From an optimization exercise on the open Yosys and OpenROAD flow, aimed at small area, a short achievable clock period and few clock cycles per item; shortcuts taken in it are not production practice.
Only simulation tests tie the RTL to the original design; equivalence was not proved.

// ghash_acc
module ghash_acc (
    input  wire         clk,
    input  wire         rst,         
    input  wire         in_valid,
    output wire         in_ready,
    input  wire [1:0]   in_op,
    input  wire [127:0] in_data,
    output wire [127:0] y,
    output wire         y_valid
);
    reg [127:0] h_q;      
    reg [127:0] x_q;      
    reg [127:0] z_q;      
    reg [2:0]   cnt_q;    
    reg         busy_q;
    reg         last_q;   
    reg         hz_q;     
    reg         rdy_q;    
    reg         nrdy_q;   
    reg         yv_q;     
    assign in_ready = rdy_q;
    assign y_valid  = yv_q;
    assign y        = z_q;
    wire accept = in_valid && !nrdy_q;
    wire start  = accept && in_op == 2'd0 && !hz_q;
    wire clr    = rst || (accept && in_op != 2'd2);
    wire busy_n = !rst && (start || (busy_q && !last_q));
    wire [2:0] cnt_n = (rst || !busy_q) ? 3'd0 : cnt_q + 3'd1;
    reg [44:0] hx_q;
    wire [44:0] hx_n;
    assign hx_n[0] = (in_data[0] ^ in_data[121]);
    assign hx_n[1] = (in_data[0] ^ in_data[126]);
    assign hx_n[2] = (in_data[0] ^ in_data[127]);
    assign hx_n[3] = (in_data[1] ^ in_data[122]);
    assign hx_n[4] = ((in_data[0] ^ in_data[1]) ^ in_data[127]);
    assign hx_n[5] = (in_data[0] ^ in_data[1]);
    assign hx_n[6] = (in_data[2] ^ in_data[123]);
    assign hx_n[7] = ((in_data[0] ^ in_data[1]) ^ in_data[2]);
    assign hx_n[8] = (in_data[1] ^ in_data[2]);
    assign hx_n[9] = (in_data[3] ^ in_data[124]);
    assign hx_n[10] = ((in_data[1] ^ in_data[2]) ^ in_data[3]);
    assign hx_n[11] = (in_data[2] ^ in_data[3]);
    assign hx_n[12] = (in_data[4] ^ in_data[125]);
    assign hx_n[13] = ((in_data[2] ^ in_data[3]) ^ in_data[4]);
    assign hx_n[14] = (in_data[3] ^ in_data[4]);
    assign hx_n[15] = ((in_data[0] ^ in_data[5]) ^ in_data[126]);
    assign hx_n[16] = ((in_data[3] ^ in_data[4]) ^ in_data[5]);
    assign hx_n[17] = (in_data[4] ^ in_data[5]);
    assign hx_n[18] = ((in_data[0] ^ in_data[1]) ^ (in_data[6] ^ in_data[127]));
    assign hx_n[19] = ((in_data[4] ^ in_data[5]) ^ in_data[6]);
    assign hx_n[20] = (in_data[5] ^ in_data[6]);
  ...
clock: 5.0 ns
lec_check: 0
cap_margin: 20
core_margin: 2
core_utilization: 55
place_density: 0.7
setup_slack_margin: 2.3
slew_margin: 20
run.sh (not shown) runs the stock make flow with config.mk's settings and CLKGATE_MAP_FILE= SYNTH_SCRIPT=/design/flow/synth_recipe.tcl, a recipe that flattens the netlist after the stock synthesis.
Testbench counts at the start, summed over its fixed seeds: cycles 21,234, items 2,506.
Then changed:
--- a/flow/design.v
+++ b/flow/design.v
@@ -19,13 +19,13 @@
     reg         nrdy_q;   
     reg         yv_q;     
     assign in_ready = rdy_q;
     assign y_valid  = yv_q;
     assign y        = z_q;
     wire accept = in_valid && !nrdy_q;
-    wire start  = accept && in_op == 2'd0 && !hz_q;
+    wire start  = accept && in_op == 2'd0 && !hz_q && !rst;
     wire clr    = rst || (accept && in_op != 2'd2);
     wire busy_n = !rst && (start || (busy_q && !last_q));
     wire [2:0] cnt_n = (rst || !busy_q) ? 3'd0 : cnt_q + 3'd1;
     reg [44:0] hx_q;
     wire [44:0] hx_n;
     assign hx_n[0] = (in_data[0] ^ in_data[121]);
@@ -327,14 +327,13 @@
     assign zx[122] = ((z_q[10] ^ z_q[11]) ^ z_q[12]);
     assign zx[123] = ((z_q[11] ^ z_q[12]) ^ z_q[13]);
     assign zx[124] = ((z_q[12] ^ z_q[13]) ^ z_q[14]);
     assign zx[125] = ((z_q[13] ^ z_q[14]) ^ z_q[15]);
     assign zx[126] = (z_q[14] ^ z_q[15]);
     assign zx[127] = z_q[15];
-    wire [127:0] zn = pt ^ zx;                   
-    wire [127:0] an = busy_q ? (pt ^ (zx ^ in_data)) : (z_q ^ in_data);
+    wire [127:0] e  = busy_q ? zx : z_q;
     always @(posedge clk) begin
         busy_q <= busy_n;
         cnt_q  <= cnt_n;
         last_q <= busy_n && cnt_n == 3'd7;
         rdy_q  <= !busy_n || cnt_n == 3'd7;
         nrdy_q <= busy_n && cnt_n != 3'd7;
@@ -344,16 +343,15 @@
         else if (accept && in_op[1])
             hz_q <= 1'b0;
         if (accept && in_op[1]) begin
             h_q  <= in_data;
             hx_q <= hx_n;
         end
-        if (!nrdy_q)
-            x_q <= an;
+        if (start)
+            x_q <= pt ^ (in_data ^ e);
+        else if (rst)
+            x_q <= 128'd0;
         else
             x_q <= x_q >> 16;
-        if (clr)
-            z_q <= 128'd0;
-        else if (busy_q)
-            z_q <= zn;
+        z_q <= clr ? 128'd0 : pt ^ e;
     end
 endmodule
Effect: Synthesized cell count is lower by 5.8%. Routed wire length is lower by 6.8%. Cell count is lower by 7.2%. Worst setup slack improved by 58 ps. Core utilization is lower by 2.1 points. Flip-flop and latch count does not change. Fmax is higher by 2.2%.
Testbench counts after the change, summed over its fixed seeds: cycles 21,234, items 2,506.

static timing again, ports no longer ideal:
The results above use ideal ports. As a check the final layouts listed here were re-extracted and re-timed, cells and wires unchanged. Step 1 sets driving cells, clkbuf_16 on the clock port and buf_2 on the other inputs (assumed; they add their load-dependent delay and slew). Step 2 also shifts input and output timing later by t, the mid clock arrival at the registers, as if the neighbouring blocks saw the same clock. Slacks: no drivers / after step 1 / after step 2; pairs: no drivers / after step 1.
run | t (ns) | setup WS [ns] | clock arrival spread, ns
the first run | 0.693 | 2.230 / 2.225 / 1.751 | 0.035 / 0.034
the second run | 0.722 | 2.288 / 2.217 / 1.614 | 0.033 / 0.033
After both steps every run listed still meets setup and hold. The setup slack of the second run, which loses most, moves by -0.071 ns with the drivers and by -0.674 ns with both steps.
